Source: an optimization exercise on an open RTL-to-GDS flow (aim: small area and a short achievable clock period). Production flows keep margins and buffers that such runs may drop.
The RTL was checked by simulation tests, not by an equivalence proof against the original design.
No activity file was given, so power comes from the tool's default toggle rates.

==> module usim_dispatch, before the edit <==
module usim_dispatch (
    input  wire         clk,
    input  wire         rst_n,
    input  wire         cfg_we,
    input  wire [2:0]   cfg_idx,
    input  wire [16:0]  cfg_base,
    input  wire [16:0]  cfg_size,
    input  wire [3:0]   cfg_count,
    input  wire         build_start,
    output reg  [1:0]   phase,
    output reg  [1:0]   fault_code,
    output reg  [2:0]   fault_i,
    output reg  [2:0]   fault_j,
    input  wire         c_req,
    input  wire         c_we,
    input  wire [15:0]  c_addr,
    input  wire [7:0]   c_wdata,
    output reg          c_ack,
    output reg  [7:0]   c_rdata,
    output reg          m_req,
    output wire         m_we,
    output wire [15:0]  m_addr,
    output wire [7:0]   m_wdata,
    input  wire         m_ack,
    input  wire [7:0]   m_rdata,
    output reg  [7:0]   d_req,
    output wire         d_we,
    output reg  [127:0] d_off,
    output wire [7:0]   d_wdata,
    input  wire [7:0]   d_ack,
    input  wire [63:0]  d_rdata
);
    localparam NB = 8;
    localparam PH_EMPTY    = 2'd0;
    localparam PH_BUILDING = 2'd1;
    localparam PH_RUNNING  = 2'd2;
    localparam PH_DEFECT   = 2'd3;
    localparam F_RANGE   = 2'd1;
    localparam F_OVERLAP = 2'd2;
    localparam F_ZERO    = 2'd3;
    reg [16*NB-1:0] nbase_f;       
    reg [16*NB-1:0] last_f;        
    reg [3:0]  n_r;
    reg [3:0]  c;           
    reg        bvalid;      
    reg        qsel;        
    integer i;
    wire idle    = phase[0] == phase[1];       
    wire bld     = phase == PH_BUILDING;
    wire running = phase == PH_RUNNING;
    wire [17:0] w_s    = {1'b1, ~(cfg_base ^ cfg_size)};
    wire [17:0] w_c    = {cfg_base | cfg_size, 1'b0};
    wire [17:0] w_last = w_s + w_c;
    wire        w_zero = cfg_size == 17'd0;
    wire        w_rng  = cfg_base[16] | w_last[17] | w_last[16];
    wire        w_bad  = w_zero | w_rng;
    wire [15:0] w_nb   = {~cfg_base[15:1] & {15{~w_bad}}, ~w_zero & (w_rng | ~cfg_base[0])};
    wire [15:0] w_l    = w_last[15:0] & {16{~w_bad}};
    always @(posedge clk)
        for (i = 0; i < NB; i = i + 1)
            if (rst_n && idle && cfg_we && cfg_idx == i) begin
                nbase_f[16*i +: 16] <= w_nb;
                last_f[16*i +: 16]  <= w_l;
            end
    function automatic [1:0] cout16(input [15:0] a, input [15:0] b);
        reg [15:0] g, p;
        integer s, k;
        begin
            g = a & b;
            p = a | b;
            for (s = 1; s < 16; s = s * 2)
                for (k = 0; k + s < 16; k = k + 2 * s) begin
                    g[k] = g[k + s] | (p[k + s] & g[k]);
                    p[k] = p[k + s] & p[k];
                end
            cout16 = {g[0], g[0] | p[0]};
        end
    endfunction
    reg  [3:0]  c_nxt;
    reg  [15:0] qx_nxt, qx;
    always @* begin
        qx_nxt = 16'd0;
        for (i = 0; i < NB; i = i + 1)
            if (c_nxt[2:0] == i)
                qx_nxt = ~nbase_f[16*i +: 16];
    end
    always @(posedge clk)
        qx <= qx_nxt;
    wire [15:0] x  = qsel ? qx : c_addr;
    reg [NB-1:0] ge, gt, le, en, hq;
    reg [1:0]    r;
    always @* begin
        for (i = 0; i < NB; i = i + 1) begin
            r      = cout16(x, nbase_f[16*i +: 16]);
            gt[i]  = r[1];
            ge[i]  = r[0];
            r      = cout16(last_f[16*i +: 16], ~x);
            le[i]  = r[0];
            en[i]  = n_r[3] | (i < n_r[2:0]);
            hq[i]  = ge[i] & le[i];
            d_off[i*16 +: 16] = x - ~nbase_f[16*i +: 16];
        end
    end
    always @* begin
        c_nxt = c;
        if (idle)
            c_nxt = 4'd0;
        else if (bld && c != n_r)
            c_nxt = c + 4'd1;        
    end
    reg [NB-1:0] below;
    always @*
        for (i = 0; i < NB; i = i + 1)
            below[i] = hq[i] & en[i] & (gt[i] | (i < c));
    wire       c_bad   = ~hq[c[2:0]];
    wire       c_cand  = |below;
    wire [2:0] c_a     = {|below[7:4], |{below[7:6], below[3:2]},
                          |{below[7], below[5], below[3], below[1]}};
    always @(posedge clk)
        c <= c_nxt;
    always @(posedge clk) begin
        if (!rst_n) begin
            phase <= PH_EMPTY;
            qsel  <= 1'b0;
        end else if (idle) begin
            if (build_start) begin
                qsel   <= 1'b1;
                n_r    <= cfg_count;
                bvalid <= 1'b0;
                phase  <= PH_BUILDING;
            end
        end else if (bld) begin
            if (c == n_r) begin
                qsel <= 1'b0;
                if (bvalid) begin
                    phase      <= PH_DEFECT;
                    fault_code <= F_OVERLAP;
                end else begin
                    phase      <= PH_RUNNING;
                end
            end else if (c_bad) begin
                qsel       <= 1'b0;
                phase      <= PH_DEFECT;
                fault_code <= qx[0] ? F_ZERO : F_RANGE;
                fault_i    <= c[2:0];
            end else begin
                if (c_cand && !(bvalid && ge[fault_j])) begin
                    bvalid  <= 1'b1;
                    fault_j <= c[2:0];
                    fault_i <= c_a;
                end
            end
        end
    end
    wire [NB-1:0] hit   = hq & en;
    wire          found = |hit;
    wire          go    = running & c_req;
    always @* begin
        d_req   = hit & {NB{go}};
        m_req   = go & ~found;
        c_ack   = go & (|(hit & d_ack) | (~found & m_ack));
        c_rdata = m_rdata & {8{~found}};
        for (i = 0; i < NB; i = i + 1)
            c_rdata = c_rdata | (d_rdata[i*8 +: 8] & {8{hit[i]}});
    end
    assign m_we    = c_we;
    assign m_addr  = c_addr;
    assign m_wdata = c_wdata;
    assign d_we    = c_we;
    assign d_wdata = c_wdata;
endmodule
export LEC_CHECK = 0
export CAP_MARGIN = 20
export CORE_MARGIN = 2
export CORE_UTILIZATION = 60
export CTS_BUF_LIST = sky130_fd_sc_hd__clkbuf_4 sky130_fd_sc_hd__clkbuf_8
export SETUP_SLACK_MARGIN = 3.5
export SLEW_MARGIN = 20
create_clock -name core_clock -period 12.0 [get_ports {clk}]
standard.sh (not shown) runs the stock make flow with config.mk's settings and CLKGATE_MAP_FILE= SYNTH_SCRIPT=/design/flow/synth_recipe.tcl, a recipe that flattens the netlist after the stock synthesis.
==> flow/flow/run.sh <==
#!/bin/bash
# Layout: the standard flow (standard.sh), with
#  - ABC mapping with flow/abc_map.script (area-oriented, timing left to the repair steps) instead of ORFS's,
#  - ABC left to map the adders itself (no half/full-adder cells),
#  - small fast port buffers (buf_1) instead of clkdlybuf4s50_1.
# Everything else, the registers included, is the standard synthesis and flow.
set -euo pipefail
export MY_ABC_SCRIPT="$PWD/flow/abc_map.script"
bash standard.sh \
    "SYNTH_SCRIPT=$PWD/flow/synth.tcl" \
    "BUFFER_PORTS_ARGS=-buffer_cell sky130_fd_sc_hd__buf_1" \
    ADDER_MAP_FILE= \
    finish > standard_flow.log 2>&1
==> flow/flow/abc_map.script <==
strash
&get -n
&st
&dch
&nf
&st
&syn2
&if -g -K 6
&synch2
&nf
&put
strash
dc2
map -a
topo
stime -p
==> flow/flow/synth.tcl <==
# The standard flow's synthesis script (synth_recipe.tcl), with ORFS's ABC script replaced
# by flow/abc_map.script (area-oriented mapping).
proc synth {args} { yosys synth -nofsm -noshare {*}$args }
proc fix_abc_script {n1 n2 op} { set ::abc_script $::env(MY_ABC_SCRIPT) }
trace add variable ::abc_script write fix_abc_script
source $::env(SCRIPTS_DIR)/synth.tcl
# left out here: clear keep_hierarchy, flatten, clean up, hide names made inside functions, write 1_2_yosys.v
Then changed:
--- a/flow/design.v
+++ b/flow/design.v
@@ -38,13 +38,13 @@
     localparam F_RANGE   = 2'd1;
     localparam F_OVERLAP = 2'd2;
     localparam F_ZERO    = 2'd3;
     reg [16*NB-1:0] nbase_f;       
     reg [16*NB-1:0] last_f;        
     reg [3:0]  n_r;
-    reg [3:0]  c;           
+    reg [NB-1:0] oh;        
     reg        bvalid;      
     reg        qsel;        
     integer i;
     wire idle    = phase[0] == phase[1];       
     wire bld     = phase == PH_BUILDING;
     wire running = phase == PH_RUNNING;
@@ -73,22 +73,18 @@
                     g[k] = g[k + s] | (p[k + s] & g[k]);
                     p[k] = p[k + s] & p[k];
                 end
             cout16 = {g[0], g[0] | p[0]};
         end
     endfunction
-    reg  [3:0]  c_nxt;
-    reg  [15:0] qx_nxt, qx;
+    reg [15:0] qx;
     always @* begin
-        qx_nxt = 16'd0;
+        qx = 16'd0;
         for (i = 0; i < NB; i = i + 1)
-            if (c_nxt[2:0] == i)
-                qx_nxt = ~nbase_f[16*i +: 16];
+            qx = qx | (~nbase_f[16*i +: 16] & {16{oh[i]}});
     end
-    always @(posedge clk)
-        qx <= qx_nxt;
     wire [15:0] x  = qsel ? qx : c_addr;
     reg [NB-1:0] ge, gt, le, en, hq;
     reg [1:0]    r;
     always @* begin
         for (i = 0; i < NB; i = i + 1) begin
             r      = cout16(x, nbase_f[16*i +: 16]);
@@ -98,58 +94,56 @@
             le[i]  = r[0];
             en[i]  = n_r[3] | (i < n_r[2:0]);
             hq[i]  = ge[i] & le[i];
             d_off[i*16 +: 16] = x - ~nbase_f[16*i +: 16];
         end
     end
-    always @* begin
-        c_nxt = c;
-        if (idle)
-            c_nxt = 4'd0;
-        else if (bld && c != n_r)
-            c_nxt = c + 4'd1;        
-    end
+    wire       c_done  = ~|(oh & en);            
+    wire       c_bad   = ~|(oh & hq);            
+    wire [2:0] c_idx   = {|oh[7:4], |{oh[7:6], oh[3:2]}, |{oh[7], oh[5], oh[3], oh[1]}};
     reg [NB-1:0] below;
     always @*
         for (i = 0; i < NB; i = i + 1)
-            below[i] = hq[i] & en[i] & (gt[i] | (i < c));
-    wire       c_bad   = ~hq[c[2:0]];
+            below[i] = hq[i] & en[i] & (gt[i] | (|(oh >> (i + 1))));
     wire       c_cand  = |below;
     wire [2:0] c_a     = {|below[7:4], |{below[7:6], below[3:2]},
                           |{below[7], below[5], below[3], below[1]}};
     always @(posedge clk)
-        c <= c_nxt;
+        if (idle)
+            oh <= {{NB-1{1'b0}}, 1'b1};
+        else if (bld && !c_done)
+            oh <= oh << 1;
     always @(posedge clk) begin
         if (!rst_n) begin
             phase <= PH_EMPTY;
             qsel  <= 1'b0;
         end else if (idle) begin
             if (build_start) begin
                 qsel   <= 1'b1;
                 n_r    <= cfg_count;
                 bvalid <= 1'b0;
                 phase  <= PH_BUILDING;
             end
         end else if (bld) begin
-            if (c == n_r) begin
+            if (c_done) begin
                 qsel <= 1'b0;
                 if (bvalid) begin
                     phase      <= PH_DEFECT;
                     fault_code <= F_OVERLAP;
                 end else begin
                     phase      <= PH_RUNNING;
                 end
             end else if (c_bad) begin
                 qsel       <= 1'b0;
                 phase      <= PH_DEFECT;
                 fault_code <= qx[0] ? F_ZERO : F_RANGE;
-                fault_i    <= c[2:0];
+                fault_i    <= c_idx;
             end else begin
                 if (c_cand && !(bvalid && ge[fault_j])) begin
                     bvalid  <= 1'b1;
-                    fault_j <= c[2:0];
+                    fault_j <= c_idx;
                     fault_i <= c_a;
                 end
             end
         end
     end
     wire [NB-1:0] hit   = hq & en;
After rerunning: The changed run finished clean. Die area decreases by about 1.9%. Cell area shrinks by about 2.5%. Count of clock-buffer cells in the layout fell by 4. Worst setup slack gets worse by 0.16 ns. Cell count drops by 1.6%. Sequential cell count fell by 12. Power drops by about 7%. Hold slack gets better by 0.014 ns. Synthesized cell count fell by 1.5%. Critical path depth falls by 1. Combinational power shrinks by about 6%. Synthesized area came out lower by 1.9%. Sequential power drops by about 5%.

[re-timing with driven ports]
The results above use ideal ports. As a check the final layouts listed here were re-extracted and re-timed, cells and wires unchanged. Step 1 sets driving cells, clkbuf_16 on the clock port and buf_2 on the other inputs (assumed; they add their load-dependent delay and slew). Step 2 adds t to the input delays and takes it off the output delays; t is the mean of the earliest and latest rising clock arrival at the registers after step 1. Input paths then give back, and output paths get back, about the clock's delay inside the block. a / b / c = no drivers / after step 1 / after step 2; a / b = the first two.
| run | t (ns) | setup slack, ns | hold WS [ns] | worst setup path after step 2 | cell pins on the clock port's net |
|---|---|---|---|---|---|
| the first run | 0.630 | 3.685 / 3.663 / 3.663 | 0.499 / 0.499 / 0.499 | input to output | 1 |
| the second run | 0.635 | 3.530 / 3.505 / 3.505 | 0.513 / 0.513 / 0.513 | input to output | 1 |
After both steps every run listed still meets setup and hold. For the second run, which loses most, drivers alone change the setup slack by -0.025 ns; drivers and shift together by -0.025 ns.
